Context: an optimization exercise on an open-source flow, tuned for small area, a short achievable clock period and few clock cycles. The choices shown serve that exercise and are no tape-out recipe.
The RTL was checked by simulation tests, not by an equivalence proof against the original design.

[config.mk]
export PLATFORM = sky130hd
export DESIGN_NAME = h1_codec
export DESIGN_NICKNAME = h1_codec
export VERILOG_FILES = /design/flow/design.v
export SDC_FILE = /design/flow/constraint.sdc
export NUM_CORES = 4
export LEC_CHECK = 0
export CAP_MARGIN = 20
export CORE_MARGIN = 2
export CORE_UTILIZATION = 40
export PLACE_DENSITY = 0.6
export SLEW_MARGIN = 20
[constraint.sdc]
create_clock -name core_clock -period 5.0 [get_ports {clk}]
set_input_delay 1.0000 -clock core_clock [delete_from_list [all_inputs] [get_ports {clk}]]
set_output_delay 1.0000 -clock core_clock [all_outputs]
set_load 0.01 [all_outputs]
[design.v]
module h1_t32 (
    input  wire [31:0] y,
    output wire [31:0] t
);
    assign t[0] = y[0] ^ y[1] ^ y[2] ^ y[3] ^ y[4] ^ y[6] ^ y[7] ^ y[8] ^ y[16] ^ y[20] ^ y[22] ^ y[23] ^ y[26];
    assign t[1] = y[1] ^ y[2] ^ y[3] ^ y[4] ^ y[5] ^ y[7] ^ y[8] ^ y[9] ^ y[17] ^ y[21] ^ y[23] ^ y[24] ^ y[27];
    assign t[2] = y[0] ^ y[2] ^ y[3] ^ y[4] ^ y[5] ^ y[6] ^ y[8] ^ y[9] ^ y[10] ^ y[18] ^ y[22] ^ y[24] ^ y[25] ^ y[28];
    assign t[3] = y[1] ^ y[3] ^ y[4] ^ y[5] ^ y[6] ^ y[7] ^ y[9] ^ y[10] ^ y[11] ^ y[19] ^ y[23] ^ y[25] ^ y[26] ^ y[29];
    assign t[4] = y[2] ^ y[4] ^ y[5] ^ y[6] ^ y[7] ^ y[8] ^ y[10] ^ y[11] ^ y[12] ^ y[20] ^ y[24] ^ y[26] ^ y[27] ^ y[30];
    assign t[5] = y[0] ^ y[3] ^ y[5] ^ y[6] ^ y[7] ^ y[8] ^ y[9] ^ y[11] ^ y[12] ^ y[13] ^ y[21] ^ y[25] ^ y[27] ^ y[28] ^ y[31];
    assign t[6] = y[0] ^ y[2] ^ y[3] ^ y[9] ^ y[10] ^ y[12] ^ y[13] ^ y[14] ^ y[16] ^ y[20] ^ y[23] ^ y[28] ^ y[29];
    assign t[7] = y[1] ^ y[3] ^ y[4] ^ y[10] ^ y[11] ^ y[13] ^ y[14] ^ y[15] ^ y[17] ^ y[21] ^ y[24] ^ y[29] ^ y[30];
    assign t[8] = y[0] ^ y[2] ^ y[4] ^ y[5] ^ y[11] ^ y[12] ^ y[14] ^ y[15] ^ y[16] ^ y[18] ^ y[22] ^ y[25] ^ y[30] ^ y[31];
    assign t[9] = y[0] ^ y[2] ^ y[4] ^ y[5] ^ y[7] ^ y[8] ^ y[12] ^ y[13] ^ y[15] ^ y[17] ^ y[19] ^ y[20] ^ y[22] ^ y[31];
    assign t[10] = y[0] ^ y[2] ^ y[4] ^ y[5] ^ y[7] ^ y[9] ^ y[13] ^ y[14] ^ y[18] ^ y[21] ^ y[22] ^ y[26];
    assign t[11] = y[1] ^ y[3] ^ y[5] ^ y[6] ^ y[8] ^ y[10] ^ y[14] ^ y[15] ^ y[19] ^ y[22] ^ y[23] ^ y[27];
    assign t[12] = y[2] ^ y[4] ^ y[6] ^ y[7] ^ y[9] ^ y[11] ^ y[15] ^ y[16] ^ y[20] ^ y[23] ^ y[24] ^ y[28];
    assign t[13] = y[0] ^ y[3] ^ y[5] ^ y[7] ^ y[8] ^ y[10] ^ y[12] ^ y[16] ^ y[17] ^ y[21] ^ y[24] ^ y[25] ^ y[29];
    assign t[14] = y[0] ^ y[1] ^ y[4] ^ y[6] ^ y[8] ^ y[9] ^ y[11] ^ y[13] ^ y[17] ^ y[18] ^ y[22] ^ y[25] ^ y[26] ^ y[30];
    assign t[15] = y[1] ^ y[2] ^ y[5] ^ y[7] ^ y[9] ^ y[10] ^ y[12] ^ y[14] ^ y[18] ^ y[19] ^ y[23] ^ y[26] ^ y[27] ^ y[31];
    assign t[16] = y[1] ^ y[4] ^ y[7] ^ y[10] ^ y[11] ^ y[13] ^ y[15] ^ y[16] ^ y[19] ^ y[22] ^ y[23] ^ y[24] ^ y[26] ^ y[27] ^ y[28];
    assign t[17] = y[2] ^ y[5] ^ y[8] ^ y[11] ^ y[12] ^ y[14] ^ y[16] ^ y[17] ^ y[20] ^ y[23] ^ y[24] ^ y[25] ^ y[27] ^ y[28] ^ y[29];
    assign t[18] = y[0] ^ y[3] ^ y[6] ^ y[9] ^ y[12] ^ y[13] ^ y[15] ^ y[17] ^ y[18] ^ y[21] ^ y[24] ^ y[25] ^ y[26] ^ y[28] ^ y[29] ^ y[30];
    assign t[19] = y[0] ^ y[1] ^ y[4] ^ y[7] ^ y[10] ^ y[13] ^ y[14] ^ y[16] ^ y[18] ^ y[19] ^ y[22] ^ y[25] ^ y[26] ^ y[27] ^ y[29] ^ y[30] ^ y[31];
    assign t[20] = y[0] ^ y[3] ^ y[4] ^ y[5] ^ y[6] ^ y[7] ^ y[11] ^ y[14] ^ y[15] ^ y[16] ^ y[17] ^ y[19] ^ y[22] ^ y[27] ^ y[28] ^ y[30] ^ y[31];
    assign t[21] = y[0] ^ y[2] ^ y[3] ^ y[5] ^ y[12] ^ y[15] ^ y[17] ^ y[18] ^ y[22] ^ y[26] ^ y[28] ^ y[29] ^ y[31];
    assign t[22] = y[2] ^ y[7] ^ y[8] ^ y[13] ^ y[18] ^ y[19] ^ y[20] ^ y[22] ^ y[26] ^ y[27] ^ y[29] ^ y[30];
    assign t[23] = y[0] ^ y[3] ^ y[8] ^ y[9] ^ y[14] ^ y[19] ^ y[20] ^ y[21] ^ y[23] ^ y[27] ^ y[28] ^ y[30] ^ y[31];
    assign t[24] = y[2] ^ y[3] ^ y[6] ^ y[7] ^ y[8] ^ y[9] ^ y[10] ^ y[15] ^ y[16] ^ y[21] ^ y[23] ^ y[24] ^ y[26] ^ y[28] ^ y[29] ^ y[31];
    assign t[25] = y[1] ^ y[2] ^ y[6] ^ y[9] ^ y[10] ^ y[11] ^ y[17] ^ y[20] ^ y[23] ^ y[24] ^ y[25] ^ y[26] ^ y[27] ^ y[29] ^ y[30];
    assign t[26] = y[2] ^ y[3] ^ y[7] ^ y[10] ^ y[11] ^ y[12] ^ y[18] ^ y[21] ^ y[24] ^ y[25] ^ y[26] ^ y[27] ^ y[28] ^ y[30] ^ y[31];
    assign t[27] = y[0] ^ y[1] ^ y[2] ^ y[6] ^ y[7] ^ y[11] ^ y[12] ^ y[13] ^ y[16] ^ y[19] ^ y[20] ^ y[23] ^ y[25] ^ y[27] ^ y[28] ^ y[29] ^ y[31];
    assign t[28] = y[0] ^ y[4] ^ y[6] ^ y[12] ^ y[13] ^ y[14] ^ y[16] ^ y[17] ^ y[21] ^ y[22] ^ y[23] ^ y[24] ^ y[28] ^ y[29] ^ y[30];
    assign t[29] = y[0] ^ y[1] ^ y[5] ^ y[7] ^ y[13] ^ y[14] ^ y[15] ^ y[17] ^ y[18] ^ y[22] ^ y[23] ^ y[24] ^ y[25] ^ y[29] ^ y[30] ^ y[31];
    assign t[30] = y[3] ^ y[4] ^ y[7] ^ y[14] ^ y[15] ^ y[18] ^ y[19] ^ y[20] ^ y[22] ^ y[24] ^ y[25] ^ y[30] ^ y[31];
    assign t[31] = y[0] ^ y[1] ^ y[2] ^ y[3] ^ y[5] ^ y[6] ^ y[7] ^ y[15] ^ y[19] ^ y[21] ^ y[22] ^ y[25] ^ y[31];
endmodule
module h1_crc8 (
    input  wire [31:0] crc_in,
    input  wire [7:0]  data,
    output wire [31:0] crc_out
);
    wire [7:0] x = crc_in[7:0] ^ data;
    assign crc_out[0] = crc_in[8] ^ x[2];
    assign crc_out[1] = crc_in[9] ^ x[0] ^ x[3];
    assign crc_out[2] = crc_in[10] ^ x[0] ^ x[1] ^ x[4];
    assign crc_out[3] = crc_in[11] ^ x[1] ^ x[2] ^ x[5];
    assign crc_out[4] = crc_in[12] ^ x[0] ^ x[2] ^ x[3] ^ x[6];
    assign crc_out[5] = crc_in[13] ^ x[1] ^ x[3] ^ x[4] ^ x[7];
    assign crc_out[6] = crc_in[14] ^ x[4] ^ x[5];
    assign crc_out[7] = crc_in[15] ^ x[0] ^ x[5] ^ x[6];
    assign crc_out[8] = crc_in[16] ^ x[1] ^ x[6] ^ x[7];
    assign crc_out[9] = crc_in[17] ^ x[7];
    assign crc_out[10] = crc_in[18] ^ x[2];
    assign crc_out[11] = crc_in[19] ^ x[3];
    assign crc_out[12] = crc_in[20] ^ x[0] ^ x[4];
    assign crc_out[13] = crc_in[21] ^ x[0] ^ x[1] ^ x[5];
    assign crc_out[14] = crc_in[22] ^ x[1] ^ x[2] ^ x[6];
    assign crc_out[15] = crc_in[23] ^ x[2] ^ x[3] ^ x[7];
    assign crc_out[16] = crc_in[24] ^ x[0] ^ x[2] ^ x[3] ^ x[4];
    assign crc_out[17] = crc_in[25] ^ x[0] ^ x[1] ^ x[3] ^ x[4] ^ x[5];
    assign crc_out[18] = crc_in[26] ^ x[0] ^ x[1] ^ x[2] ^ x[4] ^ x[5] ^ x[6];
    assign crc_out[19] = crc_in[27] ^ x[1] ^ x[2] ^ x[3] ^ x[5] ^ x[6] ^ x[7];
    assign crc_out[20] = crc_in[28] ^ x[3] ^ x[4] ^ x[6] ^ x[7];
    assign crc_out[21] = crc_in[29] ^ x[2] ^ x[4] ^ x[5] ^ x[7];
    assign crc_out[22] = crc_in[30] ^ x[2] ^ x[3] ^ x[5] ^ x[6];
    assign crc_out[23] = crc_in[31] ^ x[3] ^ x[4] ^ x[6] ^ x[7];
    assign crc_out[24] = x[0] ^ x[2] ^ x[4] ^ x[5] ^ x[7];
    assign crc_out[25] = x[0] ^ x[1] ^ x[2] ^ x[3] ^ x[5] ^ x[6];
    assign crc_out[26] = x[0] ^ x[1] ^ x[2] ^ x[3] ^ x[4] ^ x[6] ^ x[7];
    assign crc_out[27] = x[1] ^ x[3] ^ x[4] ^ x[5] ^ x[7];
    assign crc_out[28] = x[0] ^ x[4] ^ x[5] ^ x[6];
    assign crc_out[29] = x[0] ^ x[1] ^ x[5] ^ x[6] ^ x[7];
    assign crc_out[30] = x[0] ^ x[1] ^ x[6] ^ x[7];
    assign crc_out[31] = x[1] ^ x[7];
endmodule
module h1_codec (
    input  wire        clk,
    input  wire        rst,
    input  wire        cmd_valid,
    output wire        cmd_ready,
    input  wire [3:0]  cmd_code,
    input  wire        cmd_is_server,
    input  wire [2:0]  cmd_n,
    input  wire [15:0] cmd_len,
    input  wire [31:0] cmd_a,
    input  wire [31:0] cmd_b,
    input  wire        din_valid,
    output wire        din_ready,
    input  wire [31:0] din_data,
    output wire        rsp_valid,
    input  wire        rsp_ready,
    output wire [2:0]  rsp_status,
    output wire [31:0] rsp_data,
    output wire [31:0] rsp_data2,
    output wire [4:0]  rsp_info
);
    localparam [3:0] C_CFG_LOAD = 4'h1, C_CFG_READ = 4'h2, C_SEQ_DIST = 4'h5,
                     C_CRC_COMPUTE = 4'h6, C_CRC_VERIFY = 4'h7;
    localparam [2:0] ST_OK = 3'd0, ST_TRUNCATED = 3'd2, ST_INVALID = 3'd6,
                     ST_ILLEGAL = 3'd7;
    localparam [2:0] S_IDLE = 3'd0, S_DATA = 3'd1, S_EXEC = 3'd2,
                     S_RESP = 3'd3, S_PEND = 3'd4;
    reg        cfg_vld;
    reg        cfg_srv;
    reg [31:0] cfg_proto;
    reg [31:0] cfg_seed;
    reg [2:0]  cfg_len;
    reg [2:0]  state;
    reg        op_crc, op_ver, op_seq, op_load, op_read;
    reg [2:0]  nreg;         
    reg        drain;        
    reg [2:0]  err;
    reg [31:0] crc;
    reg [31:0] dreg;         
    reg        dvalid, dfull, dseed;
    reg [1:0]  dlane;        
    reg [15:0] rem_load;     
    reg [15:0] rem_proc;     
    reg        ok_r;
    reg        rsp_valid_r, cmd_ready_r, din_ready_r;
    reg [2:0]  rsp_status_r;
    reg [4:0]  rsp_info_r;
    reg        sel_crc, sel_cfg, rsp_is_read;
    assign cmd_ready  = cmd_ready_r;
    assign din_ready  = din_ready_r;
    assign rsp_valid  = rsp_valid_r;
    assign rsp_status = rsp_status_r;
    assign rsp_info   = rsp_info_r;
    assign rsp_data   = ({32{sel_crc}} & ~crc) | ({32{sel_cfg}} & cfg_seed);
    assign rsp_data2  = {32{sel_cfg}} & cfg_proto;
    wire take     = cmd_valid & cmd_ready_r;
    wire rtake    = rsp_valid_r & rsp_ready;
    wire din_fire = din_valid & din_ready_r;
    wire i_load = (cmd_code == C_CFG_LOAD);
    wire i_read = (cmd_code == C_CFG_READ);
    wire i_seq  = (cmd_code == C_SEQ_DIST);
    wire i_crc  = (cmd_code == C_CRC_COMPUTE) || (cmd_code == C_CRC_VERIFY);
    wire i_ver  = (cmd_code == C_CRC_VERIFY);
    wire i_nbad = (cmd_n > 3'd4);
    wire i_short = (cmd_len[15:3] == 13'd0) && (cmd_len[2:0] < cmd_n);
    wire i_drain = i_ver && (i_nbad || i_short);
    wire [2:0] i_err = !i_ver ? ST_OK : i_nbad ? ST_INVALID : i_short ? ST_TRUNCATED : ST_OK;
    wire [2:0] i_status = i_load ? (i_nbad ? ST_INVALID : ST_OK) :
                          i_read ? ST_OK : ST_ILLEGAL;
    wire [4:0] cfg_info = {cfg_vld && (cfg_len != 3'd0), cfg_vld ? cfg_len : 3'd0,
                           cfg_vld && cfg_srv};
    wire [31:0] t32_out;
    h1_t32 u_t32 (.y(crc ^ dreg), .t(t32_out));
    wire [31:0] byte_out;
    h1_crc8 u_crc8 (.crc_in(crc), .data(dreg[7:0]), .crc_out(byte_out));
    wire        in_data  = (state == S_DATA) && dvalid;
    wire        full_now = in_data && dfull;
    wire        byte_now = in_data && !dfull;
    wire        cov_byte = byte_now && (rem_proc[2:0] > nreg);
    wire        trl_byte = byte_now && !(rem_proc[2:0] > nreg);
    wire [1:0]  trl_idx  = rem_proc[1:0] - 2'd1;
    wire [7:0]  crc_sel  = crc[8 * trl_idx +: 8];
    wire        trl_eq   = (dreg[7:0] == ~crc_sel);
    wire        ok_next  = ok_r && !(trl_byte && !trl_eq);
    wire        wdone    = full_now || (byte_now && ((dlane == 2'd3) || (rem_proc[2:0] == 3'd1)));
    wire [15:0] proc_dec4 = rem_proc - 16'd4;
    wire [15:0] proc_dec1 = rem_proc - 16'd1;
    wire [15:0] proc_nx   = (full_now && !dseed && !drain) ? proc_dec4 :
                            byte_now ? proc_dec1 : rem_proc;
    wire [15:0] load_nx   = din_fire ? ((rem_load > 16'd4) ? rem_load - 16'd4 : 16'd0) : rem_load;
    wire [3:0]  nplus4    = {1'b0, nreg} + 4'd4;
    wire        next_full = drain || (proc_nx[15:4] != 12'd0) || (proc_nx[3:0] >= nplus4);
    wire        data_end  = (state == S_DATA) && (rem_load == 16'd0) && (!dvalid || wdone);
    wire [15:0] seq_d    = rem_load - dreg[15:0];
    wire        seq_neg  = seq_d[15] && (seq_d[14:0] != 15'd0);
    wire        seq_zero = (seq_d == 16'd0);
    reg  [2:0]  state_nx;
    reg         dvalid_nx, dfull_nx;
    reg  [1:0]  dlane_nx;
    always @(*) begin
        state_nx = state;
        case (state)
            S_DATA: if (data_end) state_nx = S_RESP;
            S_EXEC: state_nx = S_RESP;
            S_RESP: if (rtake) state_nx = S_IDLE;
            S_PEND: if (rtake) state_nx = op_crc ? S_DATA : S_EXEC;
            default: ;
        endcase
        if (take) begin
            if (state == S_RESP && !rsp_ready)
                state_nx = S_PEND;
            else
                state_nx = i_crc ? S_DATA : i_seq ? S_EXEC : S_RESP;
        end
        dvalid_nx = dvalid && !wdone;
        dfull_nx  = dfull;
        dlane_nx  = byte_now ? dlane + 2'd1 : dlane;
        if (din_fire) begin
            dvalid_nx = 1'b1;
            dfull_nx  = next_full;
            dlane_nx  = 2'd0;
        end
        if (take) begin
            dvalid_nx = 1'b1;
            dfull_nx  = 1'b1;
            dlane_nx  = 2'd0;
        end
    end
    wire rem_load_nz_nx = take ? (cmd_len != 16'd0) : (load_nx != 16'd0);
    wire dnext_done     = !dvalid_nx || dfull_nx || (dlane_nx == 2'd3) ||
                          ((take ? 3'd0 : proc_nx[2:0]) == 3'd1);
    wire din_ready_nx   = (state_nx == S_DATA) && (take ? i_crc : 1'b1) &&
                          rem_load_nz_nx && dnext_done;
    always @(posedge clk) begin
        if (rst) begin
            cfg_vld      <= 1'b0;
            state        <= S_IDLE;
            crc          <= 32'hFFFFFFFF;
            dvalid       <= 1'b0;
            rsp_valid_r  <= 1'b0;
            cmd_ready_r  <= 1'b0;
            din_ready_r  <= 1'b0;
        end else begin
            state       <= state_nx;
            dvalid      <= dvalid_nx;
            rsp_valid_r <= (state_nx == S_RESP) || (state_nx == S_PEND);
            din_ready_r <= din_ready_nx;
            if (take && i_load && !i_nbad) begin
                cfg_vld <= 1'b1;
            end
            if (rtake)
                crc <= 32'hFFFFFFFF;
            else if (full_now && !drain)
                crc <= t32_out;
            else if (cov_byte && !drain)
                crc <= byte_out;
            else if (state == S_EXEC && op_seq)
                crc <= ~{{16{seq_neg}}, seq_d};
            if (state == S_DATA && data_end) begin
                rsp_status_r <= err;
                rsp_info_r   <= {4'd0, op_ver && (err == ST_OK) && ok_next};
                sel_crc      <= !op_ver;
                sel_cfg      <= 1'b0;
                rsp_is_read  <= 1'b0;
            end
            if (state == S_EXEC) begin
                rsp_status_r <= op_load ? ((nreg > 3'd4) ? ST_INVALID : ST_OK) :
                                (op_read || op_seq) ? ST_OK : ST_ILLEGAL;
                rsp_info_r   <= op_read ? cfg_info :
                                op_seq ? {2'b00, seq_neg, seq_zero, !seq_neg && !seq_zero} : 5'd0;
                sel_crc      <= op_seq;
                sel_cfg      <= op_read && cfg_vld;
                rsp_is_read  <= op_read;
            end
            if (take && !(state == S_RESP && !rsp_ready) && !i_crc && !i_seq) begin
                rsp_status_r <= i_status;
                rsp_info_r   <= i_read ? cfg_info : 5'd0;
                sel_crc      <= 1'b0;
                sel_cfg      <= i_read && cfg_vld;
                rsp_is_read  <= i_read;
            end
            cmd_ready_r <= (state_nx == S_IDLE) ||
                           ((state_nx == S_RESP) && !(
                               (state == S_EXEC) ? op_read :
                               (state == S_DATA) ? 1'b0 :
                               (take ? i_read : rsp_is_read)));
        end
        if (take && i_load && !i_nbad) begin
            cfg_srv   <= cmd_is_server;
            cfg_proto <= cmd_b;
            cfg_seed  <= cmd_a;
            cfg_len   <= cmd_n;
        end
        if (take) begin
            op_crc   <= i_crc;
            op_ver   <= i_ver;
            op_seq   <= i_seq;
            op_load  <= i_load;
            op_read  <= i_read;
            nreg     <= (i_crc && !i_ver) ? 3'd0 : cmd_n;
            drain    <= i_drain;
            err      <= i_err;
            ok_r     <= 1'b1;
            dreg     <= cmd_a;
            dseed    <= 1'b1;
            rem_load <= i_seq ? cmd_b[15:0] : cmd_len;
            rem_proc <= cmd_len;
        end else begin
            if (state == S_DATA) begin
                rem_proc <= proc_nx;
                rem_load <= load_nx;
                ok_r     <= ok_next;
            end
            if (din_fire) begin
                dreg  <= din_data;
                dseed <= 1'b0;
            end else if (byte_now) begin
                dreg  <= dreg >> 8;
            end
        end
        dfull <= dfull_nx;
        dlane <= dlane_nx;
    end
endmodule
[run.sh]
#!/bin/bash
# synth_recipe.tcl (not shown) runs the flow's synth.tcl, then flattens the netlist and writes it again
# the make line also repeats each setting of config.mk as NAME=value (left out here)
make -C /OpenROAD-flow-scripts/flow DESIGN_CONFIG=/design/flow/config.mk WORK_HOME=/design/flow/orfs CLKGATE_MAP_FILE= SYNTH_SCRIPT=/design/flow/synth_recipe.tcl finish
==> notes.md <==
==> registers in the layout, indices dropped and copies added (netlist names), 2 cells and up <==
name,flops
rem_load,16
rsp_info_r,5
cfg_seed,32
nreg,3
dreg,32
rem_proc,16
crc,32
cfg_proto,32
dlane,2
err,2
state,3
cfg_len,3
rsp_status_r,3
==> stage by stage <==
stage	cell area, um2	setup WS [ns]
4_1_cts	17260	0.9611
3_3_place_gp	16640	1.139
3_5_place_dp	16670	1.006
6_report	17280	0.9641
5_1_grt	17280	0.5817
2_1_floorplan	14120	0.1095
==> routing by layer <==
| layer | track usage [%] | vias up |
|---|---|---|
| met5 | 0 | - |
| li1 | - | 5501 |
| met1 | 38.24 | 5817 |
| met2 | 44.50 | 548 |
| met4 | 9.970 | 0 |
| met3 | 4.221 | 80 |
==> layout make-up <==
type / count / area share [%]
Multi-Input combinational cell: 1148 / 47.64
Sequential cell: 199 / 31.97
Timing Repair Buffer: 225 / 12.81
Tap cell: 455 / 3.294
Clock buffer: 19 / 2.621
Inverter: 40 / 0.8687
Clock inverter: 13 / 0.7963
==> synthesized netlist by cell type, drive strengths merged (5+ instances only) <==
cell / number / area, um2
and2: 37 / 231.5
o31ai: 7 / 52.55
mux2i: 14 / 140.1
o22ai: 12 / 75.07
nand2b: 9 / 56.30
buf: 8 / 32.53
nor2b: 8 / 50.05
xor2: 91 / 883.4
a22o: 9 / 78.83
o21ai: 89 / 445.4
inv: 40 / 150.1
nor3: 23 / 120.1
nand4: 6 / 37.54
a221o: 5 / 50.05
a211o: 5 / 43.79
ha: 32 / 400.4
nor4: 14 / 102.6
mux4: 8 / 183.9
clkbuf: 54 / 206.5
xnor2: 264 / 2511
a22oi: 13 / 97.59
nor2: 111 / 419.2
or3: 11 / 68.82
edfxtp: 154 / 4624
a21o: 5 / 37.54
dfxtp: 45 / 900.9
o211ai: 15 / 112.6
nand2: 161 / 604.3
nand3: 26 / 130.1
a31oi: 34 / 212.7
and3: 6 / 37.54
a211oi: 15 / 117.6
a21oi: 51 / 255.2
==> cells by family after synthesis <==
group	share of synthesized area, %
XOR/XNOR	24.52
buffers and inverters	2.756
AND/OR/NAND/NOR	14.40
adder cells (fa/ha/maj)	2.977
multiplexers	2.454
flip-flops	39.13
AO/OA/AOI/OAI	13.77
==> worst min path at each step <==
stage               startpoint       to  slack [ns]  cells past startpoint
floorplan                dseed    dseed        0.44                      2
global placement         dseed    dseed        0.47                      2
CTS                      dseed    dseed        0.49                      2
finish                   dseed    dseed        0.49                      2
global route           cfg_vld  cfg_vld        0.56                      2
detailed placement       dseed    dseed        0.48                      2
==> critical path, delay by kind of cell (launching register included) <==
kind,cells,cell delay [ns]
DFF,1,0.73
and+or+nand+nor,4,1.17
buffers and inverters,2,0.56
adders and majority gates,1,0.24
AOI/OAI and AO/OA,4,1.18
==> flow_metrics.env <==
export IMPL_wirelength_um=50520
export IMPL_hold_class="reg2reg"
export IMPL_cpMaxStageDelayCell="edfxtp_1"
export IMPL_crit_path_frequent_cell="nand2_1"
export IMPL_fin_nets=1789
export IMPL_antenna_found_initial=0
export IMPL_grt_max_degree=53
export IMPL_synth_area_um2=14120
export IMPL_start_kind="register"
export IMPL_finalCritPeriodShare_pct=80.72
export IMPL_final_common_cell="xnor2_1"
export IMPL_top_layer_used="met4"
export IMPL_setup_tns_ns=0
export IMPL_maxCapViolCount=0
export IMPL_grt_util_all_layers_pct=27.84
export IMPL_worstMarginPinSlew_ns=1.082
export IMPL_layout_min_cycle_time_ns=4.036
export IMPL_syn_nets=1607
export IMPL_num_antenna_cells=0
export IMPL_holdWs_ns=0.4931
export IMPL_run_status="finished clean"
export IMPL_wl_met3_um=3406
export IMPL_tritoncts="done"
export IMPL_ys_seq_area_share_pct=39.13
export IMPL_cp_arrival_ns=4.34
export IMPL_crit_fanout=21
export IMPL_setup_viol=0
export IMPL_start_util_pct=40.78
export IMPL_die_x_um=191.9
export IMPL_max_stage_delay_ns=0.73
export IMPL_ant_nets=0
export IMPL_coreArea_um2=34630
export IMPL_clockBufferDepth=2
export IMPL_cts_inserted_buffers=17
export IMPL_h_tree_depth=4
export IMPL_rows=68
export IMPL_utilization_pct=49.91
export IMPL_clock_sinks=199
export IMPL_drt_iter0_markers=1283
export IMPL_clk_latency_ns=0.45
export IMPL_wl_met1_um=21730
export IMPL_worstPathCellList="inv_1 > ha_1 > nor2b_1 > o21ai_0 > a2111oi_2 > buf_4 > nor2_1 > nand2_1 > nand2_1 > o32ai_2 > a21oi_1"
export IMPL_startpoint="rem_proc[0]"
export IMPL_regArea_um2=5525
export IMPL_synthArstFlopShare_pct=0
export IMPL_r2r_slack_ns=0.96
export IMPL_syn2layout_area_growth_pct=22.40
export IMPL_crit_end="crc[23]"
export IMPL_gp_congestion=0.9430
export IMPL_die_height_um=191.9
export IMPL_synth_distinct_cells=79
export IMPL_clk_pin_slew_worst_paths_ns=0.08
export IMPL_ys_warn_count=1
export IMPL_cp_data_required_time_ns=5.30
export IMPL_final_cell_mix="247 x xnor2_1, 199 x clkdlybuf4s50_1, 160 x nand2_1"
export IMPL_firstDrtPassIters=5
export IMPL_drt_wirelength_per_cell_um=24.07
export IMPL_grt_pass1_vias=11480
export IMPL_synth_edf_count=154
export IMPL_rr_worst_depth=11
export IMPL_slew_headroom_pct=27.37
export IMPL_syn_area_per_cell_um2=9.745
export IMPL_io_buffer_count=199
export IMPL_placedCellCount=2066
export IMPL_drv_slew=0
export IMPL_skew_ns=0.01575
export IMPL_hpwl_um=39620
export IMPL_finalHoldViolations=0
export IMPL_reg2reg_to="crc[23]"
export IMPL_cts_root_buf="clkbuf_16"
export IMPL_routed_via_count=11950
export IMPL_synth_cells=1449
export IMPL_grt_remaining_overflow=0
export IMPL_post_cts_buffers=0
export IMPL_hold_buffers=0
export IMPL_endpoint_kind="register"
export IMPL_rsz0062_at_grt="no"
export IMPL_synth_seq_cells=199
export IMPL_drc=0
export IMPL_die_area_um2=36820
export IMPL_critPathKind="reg2reg"
export IMPL_timing_rr_start="rem_proc[0]"
export IMPL_fillers=3252
export IMPL_cts_resized=0
export IMPL_fin_cells=2099
export IMPL_multi_input_area_um2=8234
export IMPL_drive_above_1_share_pct=6.630
export IMPL_grt_pass1_wl_um=74730
export IMPL_viasPerCell=5.691
export IMPL_wl_met2_um=23670
export IMPL_synth_top_flop_cell="edfxtp_1"
export IMPL_design_portCount=200
export IMPL_fmax_mhz=247.8
Testbench counts, summed over its fixed seeds: cycles 77,295.

## separate check: timing with driven ports
How much do the figures lean on ideal ports? The routed layout below was timed once more, with nothing changed but the port constraints.
Step 1 (the two cells are an assumption about what drives the block):
set clk [get_ports {clk}]
set_driving_cell -lib_cell sky130_fd_sc_hd__clkbuf_16 $clk
set_driving_cell -lib_cell sky130_fd_sc_hd__buf_2 [delete_from_list [all_inputs] $clk]
Step 2 moves the port delays by t, midway between the first and last clock arrival at a register: inputs arrive t later, outputs are due t later. That takes back most of the time a late clock gives input paths.
a / b / c = no drivers / after step 1 / after step 2; a / b = the first two.
shift t [ns]: 0.494
slack for setup (ns): 0.964 / 0.964 / 0.964
worst setup path after step 2: register to register
worst data-port slew with drivers (ns): 0.06
cell pins on the clock port's net: 1
After both steps setup and hold are still met in this run. The setup slack of this run moves by 0.000 ns with the drivers and by 0.000 ns with both steps.
